Source: an optimization exercise on an open RTL-to-GDS flow (aim: small area and a short achievable clock period). Production flows keep margins and buffers that such runs may drop. The RTL was checked by simulation tests, not by an equivalence proof against the original design.

==> flow/design.v <==
module pwm_sched (
    input  wire        clk,
    input  wire        rst,         
    input  wire        tick,        
    input  wire        fault,       
    input  wire        cmd_valid,
    input  wire [31:0] cmd,
    output reg         rsp_valid,
    output reg         rsp_err,
    output reg  [31:0] rsp_data,
    output wire [17:0] pwm_out
);
    localparam integer NCH          = 18;
    localparam [19:0]  TIMER_CLK_HZ = 20'd1000000;
    localparam [15:0]  OUTPUT_TRIM  = 16'd5;
    localparam [15:0]  HELD         = 16'hFFFF;
    reg        initialized, running, disable_req, lock, fault_flag;
    reg [15:0] period_ticks;
    reg [15:0] counter;
    reg [15:0] compare;
    reg [4:0]  cursor;
    reg [31:0] period_count;
    reg [17:0] out;
    reg [16*NCH-1:0] shadow;             
    reg [21*NCH-1:0] active;             
    assign pwm_out = out;
    reg        n_initialized, n_running, n_disable_req, n_lock, n_fault;
    reg [15:0] n_period_ticks, n_counter, n_compare;
    reg [4:0]  n_cursor;
    reg [31:0] n_period_count;
    reg [17:0] n_out;
    reg [16*NCH-1:0] n_shadow;
    reg [21*NCH-1:0] n_active;
    reg        n_rsp_err;
    reg [31:0] n_rsp_data;
    reg [21*NCH-1:0] srt;
    reg [20:0]       ka, kb;
    reg [4:0]        c;
    reg [15:0]       t;
    reg              do_period_start;
    reg [3:0]        op;
    reg [15:0]       hz;
    reg [19:0]       pdiv;
    reg [4:0]        wch;
    reg [15:0]       wv;
    reg [7:0]        rn;
    integer i, j, s;
    function [20:0] sort_key;
        input [20:0] e;
        sort_key = {e[15:0], e[20:16]};
    endfunction
    always @* begin
        n_initialized  = initialized;
        n_running      = running;
        n_disable_req  = disable_req;
        n_lock         = lock;
        n_fault        = fault_flag;
        n_period_ticks = period_ticks;
        n_counter      = counter;
        n_compare      = compare;
        n_cursor       = cursor;
        n_period_count = period_count;
        n_out          = out;
        n_shadow       = shadow;
        n_active       = active;
        n_rsp_err      = 1'b0;
        n_rsp_data     = 32'd0;
        srt            = active;
        ka             = 21'd0;
        kb             = 21'd0;
        c              = 5'd0;
        t              = 16'd0;
        do_period_start = 1'b0;
        op   = cmd[31:28];
        hz   = cmd[15:0];
        pdiv = 20'd0;
        wch  = cmd[20:16];
        wv   = cmd[15:0];
        rn   = cmd[23:16];
        if (fault) begin
            n_fault       = 1'b1;
            n_running     = 1'b0;
            n_disable_req = 1'b0;
            n_cursor      = 5'd18;
            n_out         = 18'd0;
        end
        if (tick && n_running) begin
            if (n_counter == n_period_ticks - 16'd1) begin
                n_counter = 16'd0;
                do_period_start = 1'b1;
            end else begin
                n_counter = n_counter + 16'd1;
            end
            if (do_period_start) begin
                if (n_disable_req) begin
                    n_running     = 1'b0;
                    n_disable_req = 1'b0;
                    n_cursor      = 5'd18;
                end else begin
                    if (!n_lock) begin
                        for (i = 0; i < NCH; i = i + 1)
                            srt[21*i +: 21] = {i[4:0], n_shadow[16*i +: 16]};
                    end else begin
                        srt = n_active;
                    end
                    for (s = 0; s < NCH; s = s + 1) begin
                        for (j = (s % 2); j + 1 < NCH; j = j + 2) begin
                            ka = srt[21*j +: 21];
                            kb = srt[21*(j+1) +: 21];
                            if (sort_key(ka) > sort_key(kb)) begin
                                srt[21*j +: 21]     = kb;
                                srt[21*(j+1) +: 21] = ka;
                            end
                        end
                    end
                    n_active       = srt;
                    n_out          = {NCH{1'b1}};
                    n_period_count = n_period_count + 32'd1;
                    n_cursor       = 5'd0;
                    n_compare      = srt[15:0];
                end
            end
            if (n_running && n_cursor < 5'd18 && n_counter == n_compare) begin
                t = n_compare;
                c = n_cursor;
                for (j = 0; j < NCH; j = j + 1) begin
                    if (c == j[4:0] && n_active[21*j +: 16] == t) begin
                        n_out[n_active[21*j+16 +: 5]] = 1'b0;
                        c = c + 5'd1;
                    end
                end
                n_cursor = c;
                if (c < 5'd18) begin
                    for (j = 0; j < NCH; j = j + 1)
                        if (c == j[4:0]) n_compare = n_active[21*j +: 16];
                end
            end
        end
        if (cmd_valid) begin
            case (op)
            4'h0: begin  
                if (cmd[27:0] != 28'd0) n_rsp_err = 1'b1;
            end
            4'h1: begin  
                pdiv = TIMER_CLK_HZ / {4'd0, hz};
                if (cmd[27:16] != 12'd0 || n_running || n_fault || hz == 16'd0 ||
                    pdiv == 20'd0 || pdiv > 20'hFFFF) begin
                    n_rsp_err = 1'b1;
                end else begin
                    n_period_ticks = pdiv[15:0];
                    n_initialized  = 1'b1;
                    n_lock         = 1'b0;
                    n_disable_req  = 1'b0;
                    for (i = 0; i < NCH; i = i + 1) begin
                        n_shadow[16*i +: 16] = HELD;
                        n_active[21*i +: 21] = {i[4:0], HELD};
                    end
                    n_counter      = 16'd0;
                    n_compare      = 16'd0;
                    n_cursor       = 5'd18;
                    n_period_count = 32'd0;
                    n_rsp_data     = {16'd0, pdiv[15:0]};
                end
            end
            4'h2: begin  
                if (cmd[27:0] != 28'd0 || n_fault || !n_initialized) begin
                    n_rsp_err = 1'b1;
                end else if (n_running) begin
                    n_disable_req = 1'b0;
                end else begin
                    n_running     = 1'b1;
                    n_disable_req = 1'b0;
                    n_counter     = n_period_ticks - 16'd1;
                    n_cursor      = 5'd18;
                end
            end
            4'h3: begin  
                if (cmd[27:0] != 28'd0) n_rsp_err = 1'b1;
                else if (n_running) n_disable_req = 1'b1;
            end
            4'h4: begin  
                if (cmd[27:1] != 27'd0) n_rsp_err = 1'b1;
                else n_lock = cmd[0];
            end
            4'h5: begin  
                if (cmd[27:21] != 7'd0 || wch > 5'd17) begin
                    n_rsp_err = 1'b1;
                end else begin
                    if (wv == HELD)
                        wv = HELD;
                    else if (wv > OUTPUT_TRIM)
                        wv = wv - OUTPUT_TRIM;
                    else
                        wv = 16'd0;
                    n_shadow[16*wch +: 16] = wv;
                    n_rsp_data = {16'd0, wv};
                end
            end
            4'hC: begin  
                if (cmd[27:24] != 4'd0 || cmd[15:0] != 16'd0) begin
                    n_rsp_err = 1'b1;
                end else if (rn == 8'h00) begin
                    n_rsp_data = {27'd0, n_fault, n_lock, n_disable_req, n_running, n_initialized};
                end else if (rn == 8'h01) begin
                    n_rsp_data = {16'd0, n_period_ticks};
                end else if (rn == 8'h02) begin
                    n_rsp_data = {16'd0, n_counter};
                end else if (rn == 8'h03) begin
                    n_rsp_data = {16'd0, n_compare};
                end else if (rn == 8'h04) begin
                    n_rsp_data = {27'd0, n_cursor};
                end else if (rn == 8'h05) begin
                    n_rsp_data = {14'd0, n_out};
                end else if (rn == 8'h06) begin
                    n_rsp_data = n_period_count;
                end else if (rn >= 8'h10 && rn <= 8'h21) begin
                    for (i = 0; i < NCH; i = i + 1)
                        if (rn == 8'h10 + i[7:0]) n_rsp_data = {16'd0, n_shadow[16*i +: 16]};
                end else if (rn >= 8'h30 && rn <= 8'h41) begin
                    for (i = 0; i < NCH; i = i + 1)
                        if (rn == 8'h30 + i[7:0]) n_rsp_data = {11'd0, n_active[21*i +: 21]};
                end else begin
                    n_rsp_err = 1'b1;
                end
            end
            default: begin  
                n_rsp_err = 1'b1;
            end
            endcase
        end
    end
    always @(posedge clk) begin
        if (rst) begin
            initialized  <= 1'b0;
            running      <= 1'b0;
            disable_req  <= 1'b0;
            lock         <= 1'b0;
            fault_flag   <= 1'b0;
            period_ticks <= 16'd0;
            counter      <= 16'd0;
            compare      <= 16'd0;
            cursor       <= 5'd18;
            period_count <= 32'd0;
            out          <= 18'd0;
            for (i = 0; i < NCH; i = i + 1) begin
                shadow[16*i +: 16] <= HELD;
                active[21*i +: 21] <= {i[4:0], HELD};
            end
            rsp_valid    <= 1'b0;
            rsp_err      <= 1'b0;
            rsp_data     <= 32'd0;
        end else begin
            initialized  <= n_initialized;
            running      <= n_running;
            disable_req  <= n_disable_req;
            lock         <= n_lock;
            fault_flag   <= n_fault;
            period_ticks <= n_period_ticks;
            counter      <= n_counter;
            compare      <= n_compare;
            cursor       <= n_cursor;
            period_count <= n_period_count;
            out          <= n_out;
            shadow       <= n_shadow;
            active       <= n_active;
            rsp_valid    <= cmd_valid;
            rsp_err      <= cmd_valid & n_rsp_err;
            rsp_data     <= cmd_valid ? n_rsp_data : 32'd0;
        end
    end
endmodule
==> flow/run.sh <==
#!/bin/bash
# synth_recipe.tcl (not shown) runs the flow's synth.tcl, then flattens the netlist and writes it again
# the make line also repeats each setting of config.mk as NAME=value (left out here)
make -C /OpenROAD-flow-scripts/flow DESIGN_CONFIG=/design/flow/config.mk WORK_HOME=/design/flow/orfs CLKGATE_MAP_FILE= SYNTH_SCRIPT=/design/flow/synth_recipe.tcl finish
==> flow/config.mk <==
export PLATFORM = sky130hd
export DESIGN_NAME = pwm_sched
export DESIGN_NICKNAME = pwm_sched
export VERILOG_FILES = /design/flow/design.v
export SDC_FILE = /design/flow/constraint.sdc
export NUM_CORES = 8
export LEC_CHECK = 0
export CAP_MARGIN = 20
export CORE_MARGIN = 2
export CORE_UTILIZATION = 25
export PLACE_DENSITY = 0.45
export SLEW_MARGIN = 20
==> flow/constraint.sdc <==
create_clock -name core_clock -period 100.0 [get_ports {clk}]
set_input_delay 20.0000 -clock core_clock [delete_from_list [all_inputs] [get_ports {clk}]]
set_output_delay 20.0000 -clock core_clock [all_outputs]
set_load 0.01 [all_outputs]
==> reports/qor.txt <==
outcome: finished clean
io pins: 89
largest net degree at the start of global routing: 127
Detailed Place HPWL: 2270000 um
Required @ worst endpoint: 100.74 ns
initial drt markers: 62300
GRT overflow: 0
mean cell area of the mapped netlist: 6.83 um2
setup TNS: 0 ns
Post-DRT Antenna Nets: 0
Clock Skew: 0.0773 ns
final core occ: 0.313
gp weighted congestion: 1.13
RSZ-0062 raised after global routing: false
Clock Path Buffers: 3
DR top layer: met5
fillers: 113000
sequential element share of the synthesized area: 0.0632
layout overhead on the synthesized area: 24.7%
Synth Warn #: 1
CP Class: reg -> reg
Hold WC Path Type: reg -> reg
metal3 WL: 364000 um
Port Buffers: 88
Syn Inst Count: 37500
most frequent cells in the layout: buf_4 (5561), nand2_1 (3616), ha_1 (3485)
endpoints failing setup: 0
Mapped Area: 0.256 mm2
vias in the first global route: 334000
startpoint types: register
crit-path max cell delay: 1.10 ns
Rows: 371
via-per-instance ratio: 6.64
clk latency of the worst-skew pair: 0.84 ns
clk root buf: clkbuf_16
initial antenna violation count: 328
critical path's slowest cell: a21oi_1
clock sinks: 808
Metal-1 WL: 1090000 um
DRC viols: 0
Fmax: 10.4 MHz
die width: 1020 um
post-route minimum period: 96.15 ns
Async SR Flop Fraction: 0
top_reg_cell synth: dfxtp_1
GRT Total Usage: 0.486
relative slew slack: 0.0479
Yosys top cell area share: 0.170
full die area: 1.03 mm2
post-cts gate resize count: 0
hold depth: 2
placed insts: 54800
#FFs+latches synth: 808
layout cells sized above 1: 0.191
worst-margin pin slew: 1.42 ns
Max Cap Violations: 0
setup bufs post-CTS: 0
largest area contributor in the synthesized netlist: ha_1
Layout Nets: 44800
area of the core: 1.02 mm2
met2 WL post-DR: 1000000 um
Cell variety after synth: 152
hold_buf cts: 0
H-tree level count: 3
first-pass iteration count of the detailed router: 10
final period utilization: 0.961
R2R cell count: 365
Finished Layout Cells: 55200
clock transition at the registers of the reported paths: 0.07 ns
crit-path max FO: 100
DR vias: 366000
Final Hold Fails: 0
CTS tree: yes
Crit. End Element: register
initial core utilization: 0.251
EDFF count, synth: 0
Final Instance Area: 0.319 mm2
Die Y-Extent: 1020 um
Area after DPL: 0.315 mm2
synth top area cells: ha_1 (17%), mux2i_1 (9.1%), dfxtp_1 (6.3%)
Num CTS Buffers: 85
most common cell after layout, fill and taps aside: buf_4
Worst Path Arrival: 96.89 ns
most used cell, CP: buf_4
final wirelength: 2660000 um
WL/cell: 48.3 um
syn_nets: 41000
wire length of the first global-routing pass: 3370000 um
final max-slew violation count: 0
## cell type report
type / count / area (um2) / area share
Tap cell: 13600 / 17000 / 0.0534
Multi-Input combinational cell: 32100 / 227000 / 0.712
Timing Repair Buffer: 5839 / 46100 / 0.145
Clock inverter: 42 / 617 / 0.00193
Inverter: 2456 / 9220 / 0.0289
Antenna cell: 183 / 458 / 0.00144
Clock buffer: 112 / 2350 / 0.00737
Sequential cell: 808 / 16200 / 0.0507
## kinds of logic after synthesis
group,Yosys count,synth area share
compound gates,12900,0.332
simple gates,12300,0.230
buf+inv,4563,0.0696
fa+ha+maj,3485,0.170
mux,2831,0.114
flops,808,0.0632
xor+xnor,617,0.0212
## final timing paths
kind / from / endpoint / slack (ns)
worst max-delay path: lock / rsp_data[12] / 3.85
worst min-delay path: shadow[153] / shadow[153] / 0.50
worst max register to register: lock / rsp_data[12] / 3.85
worst min register to register: shadow[153] / shadow[153] / 0.50
## layer usage
| metal | vias up | GRT usage |
|---|---|---|
| met3 | 6664 | 0.206 |
| met1 | 182000 | 0.631 |
| met4 | 156 | 0.287 |
| li1 | 149000 | - |
| met5 | - | 0.00372 |
| met2 | 28300 | 0.660 |
## metrics by stage
step                setup slack [ns]  hold WS [ns]
floorplan                      18.07         0.458
global placement                4.95         0.472
detailed placement              7.60         0.479
CTS                             7.09         0.497
global route                    1.10         0.518
finish                          3.85         0.499
## Yosys cell counts (all sizes together) (290+ instances only)
cell type / n
nand2b: 601
nor4: 447
a21o: 1038
buf: 544
nor3: 889
a221oi: 290
nand3: 964
nand2: 3648
o211ai: 453
clkbuf: 1563
o21ai: 2892
ha: 3485
mux2: 485
a22oi: 361
xnor2: 352
inv: 2449
o21a: 565
o31ai: 293
a31oi: 333
mux2i: 2333
a21oi: 3187
and2: 334
o22ai: 763
nand4: 865
nor2: 3262
dfxtp: 808
a211oi: 681
## sequential cells by signal, summed over array words and instances (netlist names)
name / flops
active: 378
shadow: 288
period_count: 32
rsp_data: 32
out: 18
compare: 16
counter: 16
period_ticks: 16
cursor: 5
disable_req: 1
fault_flag: 1
initialized: 1
lock: 1
rsp_err: 1
rsp_valid: 1
running: 1
## critical path, delay by kind of cell (launching register included)
kind,cells,cell delay (ns)
AOI/OAI and AO/OA,137,33.63
and+or+nand+nor,127,32.89
buffers and inverters,60,14.14
adders and majority gates,30,8.18
muxes,9,5.47
DFF,1,0.61
xor gates and xnor gates,2,0.40

==> static timing again, ports no longer ideal <==
The results above use ideal ports. As a check the final layout listed here was re-extracted and re-timed, cells and wires unchanged. Step 1: set_driving_cell puts a clkbuf_16 on clk and a buf_2 on each other input, an assumption about the parent block. Step 2, shift: input delay + t, output delay - t, t = (earliest + latest rising clock arrival at the registers) / 2. This alone moves slack from input paths to output paths. a / b / c = ideal / step 1 / step 2; a / b = the first two.
t, ns: 0.913
setup slack, ns: 3.854 / 3.854 / 3.854
clock arrival spread, ns: 0.078 / 0.077
After both steps this run still meets setup and hold. For this run, drivers alone change the setup slack by 0.000 ns; drivers and shift together by 0.000 ns.
